Context: an optimization exercise on an open-source flow, tuned for a short achievable clock period and few clock cycles. The choices shown serve that exercise and are no tape-out recipe.
The RTL was checked by simulation tests, not by an equivalence proof against the original design.
The clock port is modelled as an ideal driver; clocking choices that lean on that would not hold on a real chip.
Power figures rest on the tool's default switching activity, not on a simulated workload.

Design dcpu16_core, start of the top module:
module dcpu16_core (
    input  wire         clk,
    input  wire         rst,         
    input  wire         start,       
    output wire         busy,        
    output reg          mem_req,
    output reg          mem_we,
    output reg  [15:0]  mem_addr,
    output reg  [15:0]  mem_wdata,
    input  wire         mem_ready,
    input  wire [15:0]  mem_rdata,
    output wire [127:0] regs,        
    output wire [15:0]  pc,
    output wire [15:0]  sp,
    output wire         o
);
For scale: ~5800 cells after synthesis, about 310 flip-flops, roughly 42000 µm² of cells after synthesis.
make LEC_CHECK=0 ABC_CLOCK_PERIOD_IN_PS=5000 CAP_MARGIN=20 CORE_MARGIN=2 CORE_UTILIZATION=40 PLACE_DENSITY=0.6 SLEW_MARGIN=20 finish   # period 33.0 ns
run.sh (not shown) runs the stock make flow with config.mk's settings and CLKGATE_MAP_FILE= SYNTH_SCRIPT=/design/flow/synth_recipe.tcl, a recipe that flattens the netlist after the stock synthesis.
The starting point completed with no timing, DRC or antenna violations.
Testbench counts at the start, summed over its fixed seeds: cycles 464,930.
==> next run, changes <==
ABC_CLOCK_PERIOD_IN_PS = not set   (was 5000)
Worst hold slack stays the same.
Sequential share of layout area does not change.
Core utilization is unchanged.
Design area does not change.
Combinational power is about the same.
Clock-buffer cell count is unchanged.
Wire length does not change.
Power does not change.
Synthesized cell count is unchanged.
Worst setup slack stays the same.
First-iteration DRC count stays the same.

========
build 44:
dcpu16_core, a different RTL version from the one above (not shown whole).
Size in the first run: about 8300 cells after synthesis, roughly 560 flip-flops, ~220 I/O pins, about 62000 µm² of cells after synthesis.
// dcpu16_core
module dcpu16_core (
    input  wire         clk,
    input  wire         rst,         
    input  wire         start,       
    output wire         busy,        
    output reg          mem_req,
    output reg          mem_we,
    output reg  [15:0]  mem_addr,
    output reg  [15:0]  mem_wdata,
    input  wire         mem_ready,
    input  wire [15:0]  mem_rdata,
    output wire [127:0] regs,        
    output wire [15:0]  pc,
    output wire [15:0]  sp,
    output wire         o
);
    localparam integer DIVK  = 3;
    reg s_idle, s_f, s_ax, s_am, s_bx, s_bm, s_k, s_w;
    reg [15:0] gpr [0:7];
    reg [15:0] pc_r;
    reg [15:0] pc1_r, pc2_r;     
    reg [15:0] npc;              
    reg [15:0] sp_r;
    reg        o_r;
    reg [15:0] addr_r;       
    reg [15:0] av, bv;       
    reg [15:0] mav, mbv;     
    reg [15:0] na, nb;       
    reg [15:0] r_and, r_or, r_xor;   
    reg [15:0] r_andn;               
    reg [15:0] r1_p, r1_g;           
    reg [18:0] r_shl2;               
    reg [15:0] r_shr2;               
    reg        r_big;                
    reg        r_anz;                
    reg [15:0] a_loc;        
    reg [5:0]  ca_r, cb_r;   
    reg        exe;          
    reg [7:0]  wr_reg;       
    reg        wr_sp, wr_pc, wr_o, wr_mem;
    reg        slow;         
    reg q_set, q_add, q_sub, q_mul, q_shl, q_shr, q_and, q_bor, q_xor;
    reg f_set, f_add, f_sub, f_div, f_mod, f_shl, f_shr, f_res;
  ...
Settings: LEC_CHECK=0, CAP_MARGIN=20, CORE_MARGIN=2, CORE_UTILIZATION=40, PLACE_DENSITY=0.6, SLEW_MARGIN=20; clock period 33.0 ns.
standard.sh (not shown) runs the stock make flow with config.mk's settings and CLKGATE_MAP_FILE= SYNTH_SCRIPT=/design/flow/synth_recipe.tcl, a recipe that flattens the netlist after the stock synthesis.
==> flow/flow/run.sh <==
#!/bin/bash
set -euo pipefail
MARGIN=$(cat flow/margin.txt)
bash standard.sh SETUP_SLACK_MARGIN=$MARGIN finish > standard_flow.log 2>&1
==> flow/flow/margin.txt <==
24
Testbench counts of build 44, summed over its fixed seeds: cycles 462,108.
Modified inputs, build 94 compared to build 44
==> flow/flow/margin.txt <==
23
## What came out
Build 94 finished every step from synthesis to the final layout, and the layout passed the timing, DRC and antenna checks. Die area came out exactly the same in build 44 and build 94. [diff] reported net switching power, build 94 relative to build 44: improvement. In the final design statistics, build 94 uses fewer standard cells in total than build 44.
Edits applied to the flow inputs when going from build 94 to build 87:
==> flow/flow/margin.txt <==
22
--- outcome ---
[compare] base=build 94 new=build 87: final non-filler cell total went down 213, count of cells resized by post-cts repair decreased 717. Number of cells on the worst reg-to-reg path of build 87 falls short of that of build 94 by a few percent. When build 87 is measured against build 94, its critical path's largest stage delay turns out 0.07 ns higher. Diff build 94 -> build 87: critical path data arrival time increased 0.66 ns, final standard cell area without fillers decreased about 6%. Across both runs, net switching power of the design was lower for build 87 than for build 94. Part of the power in combinational logic: build 87 lower than build 94. Build 87 vs build 94 on cell count along the critical path: build 87 is the higher one. Cmp build 87 and build 94 / maximum resistive drop on vdd / lower: build 94.

========
alpha:
Another version of the RTL of dcpu16_core (not shown whole).
Size in the first run: ~220 I/O pins, roughly 62000 µm² of cells after synthesis.
clock: 33.0 ns
lec_check: 0
cap_margin: 20
core_margin: 2
core_utilization: 40
place_density: 0.6
slew_margin: 20
==> flow/flow/margin.txt <==
24
Scripts as last shown in full above: flow/flow/run.sh
alpha | stages: all done | timing, DRC, antenna: all pass
Testbench counts of alpha, summed over its fixed seeds: cycles 462,108.
Inputs modified between alpha and beta:
==> flow/flow/run.sh <==
#!/bin/bash
set -euo pipefail
MARGIN=$(cat flow/margin.txt)
bash standard.sh SETUP_SLACK_MARGIN=$MARGIN POST_CTS_TCL=$PWD/flow/extra_cts.tcl finish > standard_flow.log 2>&1
==> flow/flow/extra_cts.tcl (new file) <==
# More setup repair passes after CTS's own, then legalize again.
estimate_parasitics -placement
repair_timing_helper -setup
detailed_placement
estimate_parasitics -placement
repair_timing_helper -setup
detailed_placement
check_placement -verbose
Findings:
The lower met3 usage in global routing of beta and alpha is in alpha.
beta ended with less sequential share of layout area than alpha.
Signed area change from the synthesized netlist to the final layout (beta over alpha): increase, 5.0 points
Compared with alpha, beta ends up with a larger final cell area.

static timing again, ports no longer ideal:
The results above use ideal ports. As a check the final layouts listed here were re-extracted and re-timed, cells and wires unchanged.
Step 1: set_driving_cell puts a clkbuf_16 on clk and a buf_2 on each other input, an assumption about the parent block.
Step 2 adds t to the input delays and takes it off the output delays; t is the mean of the earliest and latest rising clock arrival at the registers after step 1. Input paths then give back, and output paths get back, about the clock's delay inside the block.
Slacks: ideal ports / drivers / drivers and shift; pairs: ideal ports / drivers.
| run | t, ns | slack for setup (ns) | worst setup path after step 2 | clock arrival spread, ns | worst slew at a driven data input, ns |
|---|---|---|---|---|---|
| the first run of note 1 | 0.702 | 19.560 / 19.485 / 20.187 | register to output | 0.051 / 0.050 | 0.05 |
| the second run of note 1 | 0.702 | 19.560 / 19.485 / 20.187 | register to output | 0.051 / 0.050 | 0.05 |
| build 44 | 0.768 | 22.502 / 22.419 / 22.718 | input to register | 0.049 / 0.049 | 0.27 |
| build 94 | 0.774 | 22.614 / 22.532 / 22.238 | input to register | 0.058 / 0.058 | 0.05 |
| build 87 | 0.771 | 21.950 / 21.864 / 21.255 | input to register | 0.051 / 0.052 | 0.07 |
| alpha | 0.772 | 22.627 / 22.532 / 22.200 | input to register | 0.062 / 0.062 | 0.09 |
| beta | 0.812 | 22.428 / 22.330 / 22.677 | input to register | 0.068 / 0.068 | 0.09 |
After both steps setup and hold are still met in every run listed. The setup slack of build 87, which loses most, moves by -0.086 ns with the drivers and by -0.695 ns with both steps.
